Background: an optimization exercise with open tools, aiming at small area. Do not read the settings as production practice. Where RTL was checked, it was by simulation tests only, not by an equivalence proof against the original. Power and IR drop assume default switching activity.

==> branch willow: inputs <==
==> flow/design.v (excerpt) <==
module blsync (
    input  wire        clk,
    input  wire        rst,             
    input  wire        host_req,
    input  wire        host_we,
    input  wire [16:0] host_addr,
    input  wire [31:0] host_wdata,
    output reg  [31:0] host_rdata,
    output wire        host_err,
    input  wire        cancel_in,
    output wire        irq_done,
    output reg         line_open,
    output reg         line_cfg_get,
    output reg         line_cfg_set,
    output reg         line_close,
    output reg  [63:0] line_cfg_wdata,
    input  wire        line_ok,
    input  wire [63:0] line_cfg_rdata,
    output reg         tx_valid,
    output reg  [7:0]  tx_data,
    input  wire        tx_ready,
    input  wire        tx_error,
    input  wire        tx_closed,
    output reg         rx_pop,
    input  wire [1:0]  rx_kind,         
    input  wire [7:0]  rx_data
);
==> flow/config.mk <==
export PLATFORM = sky130hd
export DESIGN_NAME = blsync
export DESIGN_NICKNAME = blsync
export VERILOG_FILES = /design/flow/design.v
export SDC_FILE = /design/flow/constraint.sdc
export NUM_CORES = 4
export LEC_CHECK = 0
export ABC_AREA = 1
export CAP_MARGIN = 0
export CORE_MARGIN = 2
export CORE_UTILIZATION = 60
export PLACE_DENSITY = 0.72
export SLEW_MARGIN = 0
==> flow/constraint.sdc <==
create_clock -name core_clock -period 40.0 [get_ports {clk}]
set_input_delay 8.0000 -clock core_clock [delete_from_list [all_inputs] [get_ports {clk}]]
set_output_delay 8.0000 -clock core_clock [all_outputs]
set_load 0.01 [all_outputs]
standard.sh (not shown) runs the stock make flow with config.mk's settings and CLKGATE_MAP_FILE= SYNTH_SCRIPT=/design/flow/synth_recipe.tcl, a recipe that flattens the netlist after the stock synthesis.
==> flow/flow/run.sh <==
#!/bin/bash
# Own layout flow: the standard ORFS flow with three changes.
#  1. Synthesis is the standard flow's (synth_recipe.tcl, unchanged) except that Yosys's
#     abc call gets an area-oriented ABC script (flow/abc.script) and the
#     full-adder extraction is skipped (flow/synth_pre.tcl), so adders are
#     mapped by ABC too; the registers come from the same dfflibmap step,
#     so they are unchanged.
#  2. Port buffers are sky130_fd_sc_hd__buf_1 (BUFFER_PORTS_ARGS).
#  3. CTS options from flow/cts_args.txt.
# Each tool's output goes to a log file in this folder (make.log) and to
# ORFS's own per-step logs under orfs/logs.
set -euo pipefail
HERE=$(pwd)
ABC_SCRIPT=$(tr -d '\n' < "$HERE/flow/abc.script")
{
  cat "$HERE/flow/synth_pre.tcl"
  printf 'proc abc {args} {\n'
  printf '  set i [lsearch -exact $args -script]\n'
  printf '  if {$i >= 0} { set args [lreplace $args $i [expr {$i + 1}] -script {%s}] }\n' "$ABC_SCRIPT"
  printf '  yosys abc {*}$args\n'
  printf '}\n'
  cat "$HERE/synth_recipe.tcl"
} > "$HERE/own_synth.tcl"
CTS_ARGS_VAL=$(tr -d '\n' < "$HERE/flow/cts_args.txt")
sed -e "s#SYNTH_SCRIPT=[^ ]*#SYNTH_SCRIPT=$HERE/own_synth.tcl \"BUFFER_PORTS_ARGS=-buffer_cell sky130_fd_sc_hd__buf_1\" \"CTS_ARGS=$CTS_ARGS_VAL\"#" \
    "$HERE/standard.sh" > "$HERE/own_standard.sh"
bash "$HERE/own_standard.sh" finish > "$HERE/make.log" 2>&1
==> flow/flow/abc.script <==
+strash;ifraig;dc2;strash;&get,-n;&dch,-f;&nf,-R,1000;&put;&get,-n;&st;&dch,-f;&nf,-R,1000;&put
==> flow/flow/cts_args.txt <==
-sink_clustering_enable -repair_clock_nets -dont_use_dummy_load -buf_list sky130_fd_sc_hd__clkbuf_16 -sink_clustering_size 30 -sink_clustering_max_diameter 80
==> flow/flow/synth_pre.tcl <==
proc extract_fa {args} {}
==> branch garnet: changes against branch willow <==
--- a/flow/design.v
+++ b/flow/design.v
@@ -60,15 +60,15 @@
     localparam [3:0] C_ALLOC       = 4'd10;
     localparam [3:0] C_CFG_RESTORE = 4'd11;
     localparam [31:0] BAUD_DEFAULT = 32'd115200;
     reg  [4:0]  state;
     reg  [31:0] baud_r;
     reg         bset;          
     reg  [31:0] cfg_lo;        
-    reg  [31:0] pul;           
+    reg  [21:0] pul;           
     reg         pv;            
     reg  [31:0] cfg_hi;        
     reg  [21:0] idx;
     reg  [31:0] attempts;
     reg         cancel_flag;
     reg         synced;
     reg  [1:0]  result;
@@ -93,53 +93,53 @@
     wire start_ok   = start_cmd && !busy;
     wire [6:0] pay_count = paid ? idx[6:0] : 7'd0;
     reg [15:0] fdata;
     always @* begin
         case (fault_cause)
             C_TX_IO, C_TX_CLOSED: fdata = idx[15:0];
             C_RX_IO, C_RX_CLOSED:
-                fdata = (fstate == S_ACK_O || fstate == S_ACK_K) ? {15'd0, fstate[0]} : idx[15:0];
+                fdata = idx[15:0];    
             C_INFO_NAK, C_ALLOC: fdata = info_len;
             default: fdata = 16'd0;
         endcase
     end
-    wire [31:0] status = {4'd0, fault_cause, 6'd0, result, 3'd0,
+    wire [3:0]  cause_vis = (result == R_FAULT) ? fault_cause : 4'd0;
+    wire [31:0] status = {4'd0, cause_vis, 6'd0, result, 3'd0,
                           restore_fail, cancel_flag, synced, done, busy,
                           3'd0, state};
+    reg [15:0] wsel;
+    reg [3:0]  lane_en;
     reg [5:0]  pidx;
     reg [31:0] win_word;
     integer    b, w;
     always @* begin
-        win_word = 32'd0;
         for (w = 0; w < 16; w = w + 1)
-            if (host_addr[5:2] == w[3:0])
-                for (b = 0; b < 4; b = b + 1)
-                    win_word[8*b +: 8] = win_word[8*b +: 8] | payload[4*w + b];
+            wsel[w] = (host_addr[5:2] == w[3:0]);
         for (b = 0; b < 4; b = b + 1) begin
             pidx = {host_addr[5:2], b[1:0]};
-            if (!((host_addr[15:6] == 10'd0) && ({1'b0, pidx} < pay_count)))
-                win_word[8*b +: 8] = 8'h00;
+            lane_en[b] = host_addr[16] && (host_addr[15:6] == 10'd0) && ({1'b0, pidx} < pay_count);
         end
+        win_word = 32'd0;
+        for (w = 0; w < 16; w = w + 1)
+            for (b = 0; b < 4; b = b + 1)
+                win_word[8*b +: 8] = win_word[8*b +: 8] | ({8{wsel[w]}} & payload[4*w + b]);
+        for (b = 0; b < 4; b = b + 1)
+            win_word[8*b +: 8] = win_word[8*b +: 8] & {8{lane_en[b]}};
     end
+    wire       reg_page = !host_addr[16] && (host_addr[15:5] == 11'd0);
+    wire [7:0] rsel = {8{reg_page}} & (8'd1 << host_addr[4:2]);
     always @* begin
-        host_rdata = 32'd0;
-        if (host_addr[16]) begin
-            host_rdata = win_word;
-        end else if (host_addr[15:5] == 11'd0) begin
-            case (host_addr[4:2])
-                3'd1: host_rdata = baud;
-                3'd2: host_rdata = status;
-                3'd3: host_rdata = attempts;
-                3'd4: if (pv) host_rdata = {10'd0, pul[21:0]};
-                3'd5: if (lv) host_rdata = {16'd0, info_len};
-                3'd6: if (result == R_FAULT) host_rdata = {11'd0, fstate, fdata};
-                3'd7: host_rdata = {25'd0, pay_count};
-                default: host_rdata = 32'd0;
-            endcase
-        end
+        host_rdata = win_word
+                   | ({32{rsel[1]}} & baud)
+                   | ({32{rsel[2]}} & status)
+                   | ({32{rsel[3]}} & attempts)
+                   | ({32{rsel[4] & pv}} & {10'd0, pul})
+                   | ({32{rsel[5] & lv}} & {16'd0, info_len})
+                   | ({32{rsel[6] & (result == R_FAULT)}} & {11'd0, fstate, fdata})
+                   | ({32{rsel[7]}} & {25'd0, pay_count});
     end
     reg [6:0]  dv_r;
     reg [5:0]  dv_d;
     reg [5:0]  dv_q;
     reg [7:0]  dv_t;
     integer    k;
     always @* begin
@@ -173,15 +173,15 @@
             4'd4:  hs_byte = 8'h38;
             4'd5:  hs_byte = 8'hF0;
             4'd7:  hs_byte = 8'h20;
             4'd11: hs_byte = 8'h18;
             default: hs_byte = 8'h00;
         endcase
     end
-    wire pulse_end   = (idx == pul[21:0]);
+    wire pulse_end   = (idx == pul);
     wire hs_end      = idx[3] & idx[2];               
     wire itx_end     = idx[2];                        
     wire drain_end   = idx[1] & idx[0];               
     wire two_end     = idx[1];                        
     wire pay_end     = (idx[6:0] == info_len[6:0]);   
     wire settle_end  = idx[9] & idx[7] & idx[4];      
     wire backoff_end = idx[16] & idx[15];             
@@ -198,18 +198,18 @@
     wire       tx_fail    = tx_error || tx_closed;
     wire [3:0] tx_cause   = tx_error ? C_TX_IO : C_TX_CLOSED;
     wire       rx_fail    = rx_kind[1];
     wire [3:0] rx_cause   = rx_kind[0] ? C_RX_CLOSED : C_RX_IO;
     wire       rx_byte    = (rx_kind == 2'd1);
     wire       cancel_now = cancel_flag || cancel_cmd || cancel_in;
     always @* begin
-        line_open      = (state == S_OPEN);
-        line_cfg_get   = (state == S_GETCFG);
-        line_cfg_set   = (state == S_SETCFG) || (state == S_RESTORE);
-        line_close     = (state == S_RESTORE) || ((state == S_GETCFG) && !line_ok);
+        line_open      = !rst && (state == S_OPEN);
+        line_cfg_get   = !rst && (state == S_GETCFG);
+        line_cfg_set   = !rst && ((state == S_SETCFG) || (state == S_RESTORE));
+        line_close     = !rst && ((state == S_RESTORE) || ((state == S_GETCFG) && !line_ok));
         line_cfg_wdata = {cfg_hi[31:10],
                           (state == S_RESTORE) ? cfg_hi[9:0] : 10'b11_1000_0011,
                           cfg_lo};
         tx_act = 1'b0;
         rx_act = 1'b0;
         case (state)
             S_PULSE:    tx_act = !pulse_end;
@@ -219,16 +219,16 @@
             S_ACK_K:    rx_act = 1'b1;
             S_DRAIN:    rx_act = !drain_end;
             S_INFO_ACK,
             S_INFO_LEN: rx_act = !two_end;
             S_INFO_PAY: rx_act = !pay_end;
             default: ;
         endcase
-        tx_valid = tx_act;
-        rx_pop   = rx_act;
+        tx_valid = !rst && tx_act;
+        rx_pop   = !rst && rx_act;
         case (state)
             S_PULSE:  tx_data = 8'h55;
             S_HSHAKE: tx_data = hs_byte;
             default:  tx_data = (idx[1:0] == 2'd0) ? 8'h10 : 8'h00;
         endcase
         fault   = 1'b0;
         f_cause = 4'd0;
@@ -294,19 +294,23 @@
                         idx_inc = 1'b1;
                     end
                 S_HSHAKE:
                     if (hs_end)
                         nstate = S_PROBE;
                     else
                         idx_inc = tx_ready;
-                S_PROBE:
-                    nstate = rx_byte ? S_ACK_O : S_FAILCHK;
+                S_PROBE: begin
+                    idx_clr = 1'b1;
+                    nstate  = rx_byte ? S_ACK_O : S_FAILCHK;
+                end
                 S_ACK_O:
-                    if (rx_byte)
-                        nstate = (rx_data == 8'h4F) ? S_ACK_K : S_FAILCHK;
+                    if (rx_byte) begin
+                        idx_inc = 1'b1;
+                        nstate  = (rx_data == 8'h4F) ? S_ACK_K : S_FAILCHK;
+                    end
                 S_ACK_K:
                     if (rx_byte) begin
                         if (rx_data == 8'h4B) begin
                             idx_clr = 1'b1;
                             nstate  = S_DRAIN;
                         end else begin
                             nstate  = S_FAILCHK;
@@ -381,38 +385,38 @@
     always @(posedge clk) begin
         if (!idx[6])
             payload[idx[5:0]] <= rx_data;
     end
     always @(posedge clk) begin
         if (baud_wr)
             baud_r <= host_wdata;
-        if (start_ok || idx_div)
-            idx <= {idx[15:0], dv_q};
+        if (state == S_GETCFG)
+            idx <= line_cfg_rdata[21:0];
         else if (idx_clr)
             idx <= 22'd0;
-        else if (idx_inc)
-            idx <= idx + 22'd1;
+        else
+            idx <= idx + {21'd0, idx_inc};    
+        if (state == S_GETCFG)
+            info_len[15:7] <= line_cfg_rdata[30:22];
         if (start_ok || idx_div)
             info_len[6:0] <= dv_r;
         else if (len_wr) begin
             if (idx[0])
                 info_len[15:8] <= rx_data;
             else
                 info_len[7:0]  <= rx_data;
         end
         if (start_ok)
             cfg_lo <= baud;
         else if (state == S_SETCFG)
-            cfg_lo <= pul;
-        if (state == S_GETCFG) begin
+            cfg_lo <= {fault_cause[0], info_len[15:7], idx};
+        if (state == S_GETCFG)
             cfg_hi <= line_cfg_rdata[63:32];
-            pul    <= line_cfg_rdata[31:0];
-        end else if (begin_att && state == S_SETCFG) begin
-            pul[21:0] <= {idx[15:0], dv_q};
-        end
+        if (start_ok || idx_div || state == S_SETCFG)
+            pul <= {pul[15:0], dv_q};
     end
     always @(posedge clk) begin
         if (rst) begin
             state        <= S_IDLE;
             bset         <= 1'b0;
             pv           <= 1'b0;
             attempts     <= 32'd0;
@@ -424,19 +428,18 @@
             lv           <= 1'b0;
             paid         <= 1'b0;
         end else begin
             if (baud_wr)
                 bset <= 1'b1;
             if (start_ok) begin
                 pv           <= 1'b0;
-                cancel_flag  <= cancel_cmd && (baud != 32'd0);
                 attempts     <= 32'd0;
-                synced       <= 1'b0;
+                cancel_flag  <= cancel_cmd && (baud != 32'd0);
+                    synced       <= 1'b0;
                 result       <= R_NONE;
-                fault_cause  <= 4'd0;
                 restore_fail <= 1'b0;
                 lv           <= 1'b0;
                 paid         <= 1'b0;
                 if (baud == 32'd0) begin
                     result      <= R_FAULT;
                     fault_cause <= C_USAGE;
                     fstate      <= state;
@@ -448,14 +451,16 @@
                 if (busy && (cancel_cmd || cancel_in))
                     cancel_flag <= 1'b1;
                 state <= nstate;
                 if (fault) begin
                     result      <= R_FAULT;
                     fault_cause <= f_cause;
                     fstate      <= state;
+                end else if (state == S_GETCFG) begin
+                    fault_cause[0] <= line_cfg_rdata[31];
                 end
                 if (begin_att) begin
                     attempts <= attempts + 32'd1;
                     pv       <= 1'b1;
                 end
                 if (set_synced)
                     synced <= 1'b1;
==> flow/flow/abc.script (replaced) <==
+strash;ifraig;dc2;strash;&get,-n;&deepsyn,-T,60;&put;dc2;&get,-n;&dch,-f;&nf,-R,1000;&put;&get,-n;&st;&dch,-f;&nf,-R,1000;&put
- CAP_MARGIN: 0 -> 20
- CORE_MARGIN: 2 -> 5
- CORE_UTILIZATION: 60 -> 55
- PLACE_DENSITY: 0.72 -> 0.68
- SLEW_MARGIN: 0 -> 20
==> notes.md <==
item	branch willow	branch garnet
Starting density of the core	0.606	0.556
Final nets	2531	2433
Reg clk slew, reported paths	50 ps	80 ps
Wirelength, routed	97.2 mm	98.1 mm
Data-path buffer share of cell area in the final layout	0.0398	0.0420
Comb power frac	0.274	0.236
Critical path depth in cells	7	12
Sequential cell area share	0.661	0.663
FF+latch count, synth	733	723
Number of flops mapped to enable cells by yosys	683	642
Total leakage power	9.97 nW	9.86 nW
Layout multi-input combinational cell count	1320	1202
Met2 demand-to-capacity share in global routing	0.567	0.511
Outcome	timing/DRC/antenna clean	timing/DRC/antenna clean
Global-route total usage across every layer	0.377	0.334
Die area	51100 µm²	56600 µm²
Number of sinks handled by clock tree synthesis	733	723
Final Core Density	0.666	0.613
The RTL of branch willow was laid out without a check of its function.

[afterwards: timing with drivers on the ports]
How much do the figures lean on ideal ports? The routed layouts below were timed once more, with nothing changed but the port constraints. Step 1 assumes that a clkbuf_16 drives the clock port and a buf_2 every other input. Step 2 also shifts input and output timing later by t, the mid clock arrival at the registers, as if the neighbouring blocks saw the same clock. Three values: ideal ports, drivers, drivers and shift; two values: the first two.
run	t (ns)	setup WS [ns]	latest minus earliest clock arrival (ns)
branch willow	0.652	20.443 / 20.389 / 20.389	0.058 / 0.058
branch garnet	0.625	20.548 / 20.504 / 20.504	0.081 / 0.081
After both steps every run listed still meets setup and hold. For branch willow, which loses most, drivers alone change the setup slack by -0.054 ns; drivers and shift together by -0.054 ns.
